What follows belongs to an exercise in optimizing a design on an open flow for small area, a short achievable clock period and few clock cycles; a production flow would make more cautious choices. RTL that was checked went through simulation tests only; none was proved equivalent to the original. Power is estimated from default activity; no workload was simulated.

==> zinc: inputs <==
==> flow/design.v (excerpt) <==
module csum_codec (
    input  wire         clk,
    input  wire         rst,
    input  wire         start,
    input  wire [31:0]  cmd,
    input  wire [7:0]   blen,
    input  wire [623:0] frame,
    output wire         ready,
    output reg          done,
    output wire [7:0]   status,
    output wire [15:0]  value
);
clock: 8.0 ns
lec_check: 0
cap_margin: 20
core_area: 10 10 250 250
die_area: 0 0 260 260
slew_margin: 20
synth_hierarchical: 1
run.sh (not shown) runs the stock make flow with config.mk's settings and CLKGATE_MAP_FILE= SYNTH_SCRIPT=/design/flow/synth_recipe.tcl, a recipe that flattens the netlist after the stock synthesis.
==> pepper: changes against zinc <==
--- a/flow/design.v
+++ b/flow/design.v
@@ -20,15 +20,49 @@
     wire runt      = (blen < HDR_BYTES);
     wire oversize  = (len_field > MAX_PAYLOAD);
     wire truncated = ({1'b0, blen} < (9'd14 + {2'b00, len_field[6:0]}));
     wire frame_bad = runt || oversize || truncated;
     wire [6:0] len7 = frame[13*8 +: 7];
+    wire [3:0] lh = len7[6:3];
+    wire [2:0] ll = len7[2:0];
+    wire [7:0] hgt, heq, lgt;
+    assign hgt[0] = lh[3] | (lh[2] & ~lh[3]) | (lh[1] & ~lh[3] & ~lh[2]) | (lh[0] & ~lh[3] & ~lh[2] & ~lh[1]);
+    assign hgt[1] = lh[3] | (lh[2] & ~lh[3]) | (lh[1] & ~lh[3] & ~lh[2]);
+    assign hgt[2] = lh[3] | (lh[2] & ~lh[3]) | (lh[0] & ~lh[3] & ~lh[2] & lh[1]);
+    assign hgt[3] = lh[3] | (lh[2] & ~lh[3]);
+    assign hgt[4] = lh[3] | (lh[1] & ~lh[3] & lh[2]) | (lh[0] & ~lh[3] & lh[2] & ~lh[1]);
+    assign hgt[5] = lh[3] | (lh[1] & ~lh[3] & lh[2]);
+    assign hgt[6] = lh[3] | (lh[0] & ~lh[3] & lh[2] & lh[1]);
+    assign hgt[7] = lh[3];
+    assign heq[0] = ~lh[3] & ~lh[2] & ~lh[1] & ~lh[0];
+    assign heq[1] = ~lh[3] & ~lh[2] & ~lh[1] & lh[0];
+    assign heq[2] = ~lh[3] & ~lh[2] & lh[1] & ~lh[0];
+    assign heq[3] = ~lh[3] & ~lh[2] & lh[1] & lh[0];
+    assign heq[4] = ~lh[3] & lh[2] & ~lh[1] & ~lh[0];
+    assign heq[5] = ~lh[3] & lh[2] & ~lh[1] & lh[0];
+    assign heq[6] = ~lh[3] & lh[2] & lh[1] & ~lh[0];
+    assign heq[7] = ~lh[3] & lh[2] & lh[1] & lh[0];
+    assign lgt[0] = ll[2] | (ll[1] & ~ll[2]) | (ll[0] & ~ll[2] & ~ll[1]);
+    assign lgt[1] = ll[2] | (ll[1] & ~ll[2]);
+    assign lgt[2] = ll[2] | (ll[0] & ~ll[2] & ll[1]);
+    assign lgt[3] = ll[2];
+    assign lgt[4] = (ll[1] & ll[2]) | (ll[0] & ll[2] & ~ll[1]);
+    assign lgt[5] = (ll[1] & ll[2]);
+    assign lgt[6] = (ll[0] & ll[2] & ll[1]);
+    assign lgt[7] = 1'b0;
+    wire [63:0] m;
+    genvar gi;
+    generate
+        for (gi = 0; gi < 64; gi = gi + 1) begin : g_mask
+            assign m[gi] = hgt[gi / 8] | (heq[gi / 8] & lgt[gi % 8]);
+        end
+    endgenerate
     reg  [511:0] pn;
     integer j;
     always @(*)
         for (j = 0; j < 64; j = j + 1)
-            pn[8*j +: 8] = (len7 > j) ? ~frame[8*(14+j) +: 8] : 8'hFF;
+            pn[8*j +: 8] = ~(frame[8*(14+j) +: 8] & {8{m[j]}});
     wire ff_in = (csum_field == 16'hFFFF);
     wire [15:0] fvn = (cmd[1] && !ff_in) ? ~csum_field : 16'hFFFF;
     wire hs0, hc0;
     csum_fa hfa0 (.a(frame[104]), .b(frame[24]), .c(frame[40]), .s(hs0), .co(hc0));
     wire hs1, hc1;
@@ -1160,11 +1194,11 @@
         st_inv <= cmd_legal && frame_bad && !cmd[1];
         if (rst) begin
             done <= 1'b0;
             rdy  <= 1'b0;
         end else begin
-            done <= start;
+            done <= start && rdy;
             rdy  <= 1'b1;
         end
     end
     assign ready = rdy;
     wire us544, uc544;
@@ -1233,14 +1267,27 @@
     csum_fa ufa575 (.a(rq[63]), .b(uc558), .c(us559), .s(us575), .co(uc575));
     wire [15:0] a = {uc574, uc573, uc572, uc571, uc570, uc569, uc568, uc567, uc566, uc565, uc564, uc563, uc562, uc561, uc560, us560};
     wire [15:0] b = {us575, us574, us573, us572, us571, us570, us569, us568, us567, us566, us565, us564, us563, us562, us561, uc575};
     wire [15:0] A = ~a;
     wire [15:0] B = ~b;
-    wire        cy  = ({1'b0, A} + {1'b0, B}) >> 16;
-    wire [15:0] sum = A + B + {15'd0, cy};
+    wire [15:0] g0 = A & B;
+    wire [15:0] p0 = A ^ B;
+    wire [15:0] g1, p1, g2, p2, g3, p3, g4;
+    generate
+        for (gi = 0; gi < 16; gi = gi + 1) begin : g_eac
+            assign g1[gi] = g0[gi] | (p0[gi] & g0[(gi + 15) % 16]);
+            assign p1[gi] = p0[gi] & p0[(gi + 15) % 16];
+            assign g2[gi] = g1[gi] | (p1[gi] & g1[(gi + 14) % 16]);
+            assign p2[gi] = p1[gi] & p1[(gi + 14) % 16];
+            assign g3[gi] = g2[gi] | (p2[gi] & g2[(gi + 12) % 16]);
+            assign p3[gi] = p2[gi] & p2[(gi + 12) % 16];
+            assign g4[gi] = g3[gi] | (p3[gi] & g3[(gi + 8) % 16]);
+        end
+    endgenerate
+    wire [15:0] sum = p0 ^ {g4[14:0], g4[15]};
     wire zero = &rq;
-    wire ok   = ff ? zero : (!zero && ((&(A ^ B)) | (&(A & B))));
+    wire ok   = ff ? zero : (!zero && ((&p0) | (&g0)));
     assign value  = mode_c ? (zero ? 16'hFFFF : ~sum) : {15'd0, mode_v & ok};
     assign status = {2'b00, st_ill, st_inv, 3'b000, st_inv};
 endmodule
 module csum_fa (
     input  wire a,
==> flow/flow/run.sh (new file) <==
#!/bin/bash
# The standard layout, with the port buffers made as buf_1 cells (every
# input and output port still gets its own buffer).
set -euo pipefail
export BUFFER_PORTS_ARGS="-buffer_cell sky130_fd_sc_hd__buf_1"
bash standard.sh synth > synth.log 2>&1
bash standard.sh finish > layout.log 2>&1
==> flow/standard.sh (new file) <==
#!/bin/bash
# synth_recipe.tcl (not shown) runs the flow's synth.tcl, then flattens the netlist and writes it again
# the make line also repeats each setting of config.mk as NAME=value (left out here)
make -C /OpenROAD-flow-scripts/flow DESIGN_CONFIG=/design/flow/config.mk WORK_HOME=/design/flow/orfs CLKGATE_MAP_FILE= SYNTH_SCRIPT=/design/flow/synth_recipe.tcl "${@:-finish}"
--- a/flow/config.mk
+++ b/flow/config.mk
@@ -6,7 +6,8 @@
 export NUM_CORES = 4
 export LEC_CHECK = 0
 export CAP_MARGIN = 20
 export CORE_AREA = 10 10 250 250
 export DIE_AREA = 0 0 260 260
+export SETUP_SLACK_MARGIN = 2.0
 export SLEW_MARGIN = 20
 export SYNTH_HIERARCHICAL = 1
removed: flow/run.sh
==> raven: changes against zinc <==
--- a/flow/design.v
+++ b/flow/design.v
@@ -20,15 +20,30 @@
     wire runt      = (blen < HDR_BYTES);
     wire oversize  = (len_field > MAX_PAYLOAD);
     wire truncated = ({1'b0, blen} < (9'd14 + {2'b00, len_field[6:0]}));
     wire frame_bad = runt || oversize || truncated;
     wire [6:0] len7 = frame[13*8 +: 7];
+    wire [7:0] hgt, heq, lgt;
+    genvar gi;
+    generate
+        for (gi = 0; gi < 8; gi = gi + 1) begin : g_dec
+            assign hgt[gi] = (len7[6:3] > gi);
+            assign heq[gi] = (len7[6:3] == gi);
+            assign lgt[gi] = (len7[2:0] > gi);
+        end
+    endgenerate
+    wire [63:0] m;
+    generate
+        for (gi = 0; gi < 64; gi = gi + 1) begin : g_mask
+            assign m[gi] = hgt[gi / 8] | (heq[gi / 8] & lgt[gi % 8]);
+        end
+    endgenerate
     reg  [511:0] pn;
     integer j;
     always @(*)
         for (j = 0; j < 64; j = j + 1)
-            pn[8*j +: 8] = (len7 > j) ? ~frame[8*(14+j) +: 8] : 8'hFF;
+            pn[8*j +: 8] = ~(frame[8*(14+j) +: 8] & {8{m[j]}});
     wire ff_in = (csum_field == 16'hFFFF);
     wire [15:0] fvn = (cmd[1] && !ff_in) ? ~csum_field : 16'hFFFF;
     wire hs0, hc0;
     csum_fa hfa0 (.a(frame[104]), .b(frame[24]), .c(frame[40]), .s(hs0), .co(hc0));
     wire hs1, hc1;
@@ -1233,14 +1248,27 @@
     csum_fa ufa575 (.a(rq[63]), .b(uc558), .c(us559), .s(us575), .co(uc575));
     wire [15:0] a = {uc574, uc573, uc572, uc571, uc570, uc569, uc568, uc567, uc566, uc565, uc564, uc563, uc562, uc561, uc560, us560};
     wire [15:0] b = {us575, us574, us573, us572, us571, us570, us569, us568, us567, us566, us565, us564, us563, us562, us561, uc575};
     wire [15:0] A = ~a;
     wire [15:0] B = ~b;
-    wire        cy  = ({1'b0, A} + {1'b0, B}) >> 16;
-    wire [15:0] sum = A + B + {15'd0, cy};
+    wire [15:0] g0 = A & B;
+    wire [15:0] p0 = A ^ B;
+    wire [15:0] g1, p1, g2, p2, g3, p3, g4;
+    generate
+        for (gi = 0; gi < 16; gi = gi + 1) begin : g_eac
+            assign g1[gi] = g0[gi] | (p0[gi] & g0[(gi + 15) % 16]);
+            assign p1[gi] = p0[gi] & p0[(gi + 15) % 16];
+            assign g2[gi] = g1[gi] | (p1[gi] & g1[(gi + 14) % 16]);
+            assign p2[gi] = p1[gi] & p1[(gi + 14) % 16];
+            assign g3[gi] = g2[gi] | (p2[gi] & g2[(gi + 12) % 16]);
+            assign p3[gi] = p2[gi] & p2[(gi + 12) % 16];
+            assign g4[gi] = g3[gi] | (p3[gi] & g3[(gi + 8) % 16]);
+        end
+    endgenerate
+    wire [15:0] sum = p0 ^ {g4[14:0], g4[15]};
     wire zero = &rq;
-    wire ok   = ff ? zero : (!zero && ((&(A ^ B)) | (&(A & B))));
+    wire ok   = ff ? zero : (!zero && ((&p0) | (&g0)));
     assign value  = mode_c ? (zero ? 16'hFFFF : ~sum) : {15'd0, mode_v & ok};
     assign status = {2'b00, st_ill, st_inv, 3'b000, st_inv};
 endmodule
 module csum_fa (
     input  wire a,
==> qor summary <==
	pepper	raven	zinc
Distinct cell type count after synthesis	48	47	60
Status	timing/DRC/antenna clean	timing/DRC/antenna clean	timing/DRC/antenna clean
Power share of the clock group	0.040	0.037	0.041
Number of placed instances with taps included	3069	3100	3098
Seq area share	0.0639	0.0546	0.0544
Achievable Freq	0.166 GHz	0.139 GHz	0.134 GHz
Arrival time at the worst endpoint	6260 ps	7400 ps	5850 ps
Min-delay src	rdy$_DFF_P_	rst	rst
Met1 track demand over resource in global routing	0.375	0.397	0.394
Number of multi-input combinational cells	1457	1467	1469
Power in sequential cells	0.865 mW	0.866 mW	0.922 mW
Nature of the critical path startpoint	primary input	primary input	flop
Initial standard-cell utilization of the core	0.313	0.312	0.315
Synthesized-area fraction occupied by ao, oa, aoi and oai cells	0.0552	0.0549	0.0483
Combinational Power Share	0.885	0.889	0.873
Met2 track demand over resource in global routing	0.494	0.526	0.507
Utilization after layout	0.392	0.459	0.461
Number of global-route vias before repair	19218	19202	18841
Routed via count	16526	16281	16267
Slew @ Worst Pin	891 ps	1200 ps	1080 ps
Design Area, Final	22200 um^2	26000 um^2	26200 um^2
Testbench counts of raven, summed over its fixed seeds: cycles 3,200.
Only the layout flow was run in zinc and pepper; the RTL was not checked for function there.

## afterwards: timing with drivers on the ports
How much do the figures lean on ideal ports? The routed layouts below were timed once more, with nothing changed but the port constraints. Step 1 (the two cells are an assumption about what drives the block):
set clk [get_ports {clk}]
set_driving_cell -lib_cell sky130_fd_sc_hd__clkbuf_16 $clk
set_driving_cell -lib_cell sky130_fd_sc_hd__buf_2 [delete_from_list [all_inputs] $clk]
Step 2 adds t to the input delays and takes it off the output delays; t is the mean of the earliest and latest rising clock arrival at the registers after step 1. Input paths then give back, and output paths get back, about the clock's delay inside the block. a / b / c = no drivers / after step 1 / after step 2; a / b = the first two.
run | t (ns) | setup slack, ns | worst setup path after step 2 | latest minus earliest clock arrival (ns)
zinc | 0.397 | 0.551 / 0.500 / 0.687 | input to register | 0.011 / 0.011
pepper | 0.404 | 1.960 / 1.983 / 1.578 | input to register | 0.015 / 0.015
raven | 0.392 | 0.819 / 0.843 / 0.451 | input to register | 0.018 / 0.018
After both steps setup and hold are still met in every run listed. The setup slack of pepper, which loses most, moves by +0.023 ns with the drivers and by -0.382 ns with both steps.
